What follows belongs to an exercise in optimizing a design on an open flow for small area and few clock cycles; a production flow would make more cautious choices. In this exercise RTL edits were held to simulation tests only and were not proved equivalent to the original. No activity file was given, so power comes from the tool's default toggle rates.

job 1237:
==> flow/design.v (excerpt) <==
module tic_rx (
    input  wire        clk,
    input  wire        rst,
    input  wire        in_valid,
    input  wire [7:0]  in_data,
    output wire        in_ready,
    input  wire        chg_clr,
    output reg         ev_valid,
    output reg  [2:0]  ev_kind,
    output wire [4:0]  ev_field,
    output reg         ev_changed,
    output wire [31:0] ev_value,
    output wire [31:0] rec_easf01,
    output wire [31:0] rec_easf02,
    output wire [31:0] rec_irms1,
    output wire [31:0] rec_urms1,
    output wire [31:0] rec_pref,
    output wire [31:0] rec_sinsts,
    output wire [31:0] rec_ntarf,
    output wire [1:0]  rec_ltarf,
    output wire        peak,
    output wire [17:0] chg,
    output wire [31:0] unk_cnt
);
Size in the first run: roughly 2,500 cells after synthesis, about 410 flip-flops, about 0.023 mm2 of cells after synthesis.
Settings: LEC_CHECK=0, ABC_AREA=1, CAP_MARGIN=20, CORE_MARGIN=2, CORE_UTILIZATION=40, CTS_CLUSTER_DIAMETER=100, CTS_CLUSTER_SIZE=22, SLEW_MARGIN=20; clock period 20.0 ns.
standard.sh (not shown) runs the stock make flow with config.mk's settings and CLKGATE_MAP_FILE= SYNTH_SCRIPT=/design/flow/synth_recipe.tcl, a recipe that flattens the netlist after the stock synthesis.
==> flow/flow/run.sh <==
#!/bin/bash
# Standard layout, with the port buffers made from the smallest buffer cell.
set -euo pipefail
export BUFFER_PORTS_ARGS="-buffer_cell sky130_fd_sc_hd__buf_1"
bash standard.sh > standard.log 2>&1
Job 1237 did not stop at any stage, and its layout met the timing, design-rule and antenna checks.
Testbench counts of job 1237, summed over its fixed seeds: cycles 20,863.
Input-level comparison between job 8362 and job 1237:
- swapping 40 for 55 in CORE_UTILIZATION
- swapping 100 for 60 in CTS_CLUSTER_DIAMETER
- swapping 22 for 28 in CTS_CLUSTER_SIZE
In job 8362 the clock-pin slew on the worst setup and hold paths turned out 20 ps lower than in job 1237. In job 8362, routability congestion estimate is higher than in job 1237. Changes observed in job 8362 relative to job 1237: total wire length fell 8500 um; wire length of the first global-routing pass fell 9700 um. The higher final antenna diode count of job 8362 and job 1237 is in job 1237. For the total power draw, job 8362 came in about 10% higher than job 1237 did. Compared with job 1237, job 8362 shows worst hold slack lower by 6.9 ps. On net load switching power: between job 8362 and job 1237, it ends up lower for job 1237. Delta (job 8362 minus job 1237): combinational cell fraction of total power has decreased, H-tree level count went up. Tapcell count ended up 30% lower on job 8362 than on job 1237. In summary, job 8362 completed successfully, with a layout that passed the timing, design-rule and antenna checks.
Modified inputs, job 2001 compared to job 8362
- CORE_UTILIZATION now 40, was 55
- CTS_CLUSTER_DIAMETER no longer set, was 60
- CTS_CLUSTER_SIZE no longer set, was 28
==> flow/flow/run.sh <==
#!/bin/bash
# Standard layout, with the port buffers made from the smallest buffer cell and a
# clock tree of larger sink clusters without dummy loads.
set -euo pipefail
export BUFFER_PORTS_ARGS="-buffer_cell sky130_fd_sc_hd__buf_1"
export CTS_ARGS="-sink_clustering_enable -repair_clock_nets -sink_clustering_size 26 -sink_clustering_max_diameter 120 -dont_use_dummy_load"
bash standard.sh > standard.log 2>&1
==> notes.md <==
Compared to job 8362, job 2001 shows a wider setup margin. In terms of sequential power, job 8362 and job 2001 differ only marginally. Looking at final wirelength, job 2001 sits 8500 um above job 8362. Across job 2001 and job 8362, the outcome is the same: a clean finish for every run. Relative to job 8362, post-route total power decreased by 15% in job 2001. Higher maximum fanout along the worst path among job 2001 and job 8362: job 8362. Area of the die came out higher on job 2001 than on job 8362. Final core utilization was higher in job 8362 than in job 2001.
Input-level comparison between job 6485 and job 2001:
- CTS_CLUSTER_SIZE: unset -> 26
- CTS_CLUSTER_DIAMETER: unset -> 120
==> flow/flow/run.sh <==
#!/bin/bash
# Standard layout, with the port buffers made from the smallest buffer cell.
set -euo pipefail
export BUFFER_PORTS_ARGS="-buffer_cell sky130_fd_sc_hd__buf_1"
bash standard.sh > standard.log 2>&1
## What came out
Going from job 2001 to job 6485, total of clock buffers placed in the layout now sits higher, final worst slack now sits lower, met2 demand-to-capacity share in global routing shows no meaningful change, average via count per standard cell comparable, clock network area share increased by 0.38 points relative to the old numbers. Job 2001 vs job 6485, cell with the largest stage delay on the worst path: sky130_fd_sc_hd__edfxtp_1 vs sky130_fd_sc_hd__buf_4. The total routing resource utilization after global routing of job 2001 and that of job 6485 are within noise of each other. Looking at power consumption, job 6485 sits 36 uW higher than job 2001 does. Of the two values seen for termination of the worst setup path, u_dec.near was produced by job 6485 and u_dec.est_big by job 2001. Changes observed in job 6485 relative to job 2001: floorplan row count held, share of synthesized flip-flops with an asynchronous set or reset ~0 delta. Diff job 2001..job 6485 | die area | unchanged. Max final critical delay including setup and external delays across job 6485 and job 2001: job 6485. Start point of the critical path: u_dec.est_bit[0] -> job 2001, u_dec.cand[4] -> job 6485.

* * *

## wip/harbor
tic_rx, a different RTL version from the one above (not shown whole).
Size: ~2,000 cells after synthesis, roughly 330 I/O pins, ~20,000 um^2 of cells after synthesis.
export LEC_CHECK = 0
export ABC_AREA = 1
export CAP_MARGIN = 20
export CORE_MARGIN = 2
export CORE_UTILIZATION = 40
export SLEW_MARGIN = 20
create_clock -name core_clock -period 20.0 [get_ports {clk}]
==> flow/flow/run.sh <==
#!/bin/bash
# The standard layout (standard.sh), changed in three ways:
#  - synthesis maps the logic with a stronger ABC area script (flow/area.abc);
#    everything else in synthesis, the registers included, is the standard flow's own;
#  - the port buffers are the smallest buffer cell;
#  - the clock tree uses larger sink clusters and no dummy loads.
set -euo pipefail
here=$PWD
export FLOW_SYNTH_TCL=$here/synth_recipe.tcl
export TIC_ABC_SCRIPT=$here/flow/area.abc
export BUFFER_PORTS_ARGS="-buffer_cell sky130_fd_sc_hd__buf_1"
export CTS_ARGS="-sink_clustering_enable -repair_clock_nets -sink_clustering_size 24 -sink_clustering_max_diameter 140 -dont_use_dummy_load"
sed "s#SYNTH_SCRIPT=[^ ]*#SYNTH_SCRIPT=$here/flow/abc_synth.tcl#" standard.sh > flow_standard.sh
grep -q "SYNTH_SCRIPT=$here/flow/abc_synth.tcl" flow_standard.sh
bash flow_standard.sh > standard.log 2>&1
==> flow/flow/abc_synth.tcl <==
# The standard flow's synthesis script, with ABC's technology mapping run on the area script
# named by TIC_ABC_SCRIPT instead of ORFS's abc_area.script (combinational logic only).
proc abc {args} {
  set i [lsearch $args -script]
  if {$i >= 0} { lset args [expr {$i + 1}] $::env(TIC_ABC_SCRIPT) }
  yosys abc {*}$args
}
source $::env(FLOW_SYNTH_TCL)
==> flow/flow/area.abc <==
strash
&get -n
&fraig -x
&put
scorr
dc2
strash
dch -f
map -a
mfs2
strash
dch -f
map -a
mfs2
strash
dch -f
map -a
mfs2
strash
dch -f
map -a
mfs2
strash
dch -f
map -a
topo
stime -c
dnsize -c
Testbench counts of wip/harbor, summed over its fixed seeds: cycles 20,888.
Input-level comparison between wip/cedar and wip/harbor:
- PLACE_DENSITY now 0.75, previously not set
--- a/flow/flow/run.sh
+++ b/flow/flow/run.sh
@@ -12 +12 @@
-export CTS_ARGS="-sink_clustering_enable -repair_clock_nets -sink_clustering_size 24 -sink_clustering_max_diameter 140 -dont_use_dummy_load"
+export CTS_ARGS="-sink_clustering_enable -repair_clock_nets -sink_clustering_size 26 -sink_clustering_max_diameter 120 -dont_use_dummy_load"
Notes after the runs:
Wire length of the first global-routing pass in wip/cedar is 6.7% below wip/harbor. Across both runs, layout overhead on the synthesized area was lower for wip/cedar than for wip/harbor. Cell area delta (wip/cedar -> wip/harbor): insignificant. When the final numbers for wip/cedar and wip/harbor were put side by side, the worst setup slack turned out to be greater in wip/cedar. Comparing wip/cedar against wip/harbor, there is no change at all in number of setup violations in the final report. [compare] base=wip/harbor new=wip/cedar: relative slew slack saw a decrease; final critical-path share of the clock period decreased by 2.0 points relative to the old numbers; post-route minimum period lost 0.41 ns. Looking at total detailed-routing wirelength, wip/cedar sits 5800 um lower than wip/harbor does.
Here is what was changed in the inputs of wip/lagoon compared with wip/cedar.
- SLEW_MARGIN: 20 -> 0
- PLACE_DENSITY: 0.75 -> unset
- CAP_MARGIN: 20 -> 0
## What came out
- Summary of wip/lagoon over wip/cedar: length of routed met2 wiring went up 13%; largest net degree at the start of global routing about even; core utilization saw little to no change.
- In the reports for wip/lagoon and wip/cedar, the smaller fmax belongs to wip/lagoon.
- Period utilization sits higher in wip/lagoon than in wip/cedar.
- [compare] base=wip/cedar new=wip/lagoon: count of maximum capacitance violations closely matched the old numbers; layout net count closely matched the old numbers; global-route wire length before repair increased by 6.4% relative to the old numbers.

* * *

## JK
tic_rx again, from the RTL that the note above started with.
export LEC_CHECK = 0
export ABC_AREA = 1
export CAP_MARGIN = 20
export CORE_MARGIN = 2
export CORE_UTILIZATION = 40
export SLEW_MARGIN = 20
create_clock -name core_clock -period 20.0 [get_ports {clk}]
==> flow/flow/run.sh <==
#!/bin/bash
# The standard layout (standard.sh), changed in three ways:
#  - synthesis maps the logic with a stronger ABC area script (flow/area.abc);
#    everything else in synthesis, the registers included, is the standard flow's own;
#  - the port buffers are the smallest buffer cell;
#  - the clock tree uses larger sink clusters and no dummy loads.
set -euo pipefail
here=$PWD
export FLOW_SYNTH_TCL=$here/synth_recipe.tcl
export TIC_ABC_SCRIPT=$here/flow/area.abc
export BUFFER_PORTS_ARGS="-buffer_cell sky130_fd_sc_hd__buf_1"
export CTS_ARGS="-sink_clustering_enable -repair_clock_nets -sink_clustering_size 26 -sink_clustering_max_diameter 120 -dont_use_dummy_load"
sed "s#SYNTH_SCRIPT=[^ ]*#SYNTH_SCRIPT=$here/flow/abc_synth.tcl#" standard.sh > flow_standard.sh
grep -q "SYNTH_SCRIPT=$here/flow/abc_synth.tcl" flow_standard.sh
bash flow_standard.sh > standard.log 2>&1
Scripts as last shown in full above: flow/flow/abc_synth.tcl, flow/flow/area.abc
Testbench counts of JK, summed over its fixed seeds: cycles 20,888.
### JK -> MS
-- flow/config.mk --
<<< JK, line 10
export CORE_MARGIN = 2
export CORE_UTILIZATION = 40
export SLEW_MARGIN = 20
>>> MS, line 10
export CORE_MARGIN = 2
export CORE_UTILIZATION = 60
export SLEW_MARGIN = 20
--- outcome ---
- MS finished all stages; the layout is clean.
- Status: area of the multi-input gates parity (MS, JK)
- Compared with JK, MS shows a lower final period demand of the worst path.
- In terms of combinational logic power, MS and JK differ only marginally.
- MS against JK: fmax up 1.0%; share of the core filled with cells rose 22 points; instance area at placement fell by 1.4%; starting density of the core now sits higher.
- Of the two values seen for highest metal layer used by the detailed router, met4 was produced by MS and met5 by JK.
- Side by side, non-clock buffer count turned out lower in MS than in JK.
- Between MS and JK, the number of global-route vias before repair figures differ only marginally.
- Final wirelength down 13% in MS wrt JK
- Non-filler instance count after layout went down by a little under 10% going from JK to MS.

## static timing again, ports no longer ideal
Ports are ideal in the flow. The routed layouts listed here were re-timed in OpenROAD. Step 1 assumes that a clkbuf_16 drives the clock port and a buf_2 every other input. Step 2, shift: input delay + t, output delay - t, t = (earliest + latest rising clock arrival at the registers) / 2. This alone moves slack from input paths to output paths. Three values: ideal, step 1, step 2; two values: the first two.
run | shift t [ns] | slack for setup (ns) | latest minus earliest clock arrival (ns) | worst slew at a driven data input, ns
job 1237 | 0.639 | 3.850 / 3.850 / 3.850 | 0.026 / 0.026 | 0.03
job 8362 | 0.636 | 3.525 / 3.525 / 3.525 | 0.045 / 0.044 | 0.03
job 2001 | 0.619 | 3.855 / 3.855 / 3.855 | 0.059 / 0.059 | 0.03
job 6485 | 0.635 | 3.833 / 3.833 / 3.833 | 0.025 / 0.025 | 0.03
wip/harbor | 0.613 | 2.389 / 2.389 / 2.389 | 0.028 / 0.029 | 0.06
wip/cedar | 0.601 | 2.796 / 2.796 / 2.796 | 0.100 / 0.100 | 0.05
wip/lagoon | 0.611 | 2.437 / 2.437 / 2.437 | 0.026 / 0.026 | 0.05
JK | 0.614 | 2.399 / 2.399 / 2.399 | 0.022 / 0.022 | 0.06
MS | 0.589 | 2.582 / 2.582 / 2.582 | 0.066 / 0.066 | 0.04
After both steps every run listed still meets setup and hold.
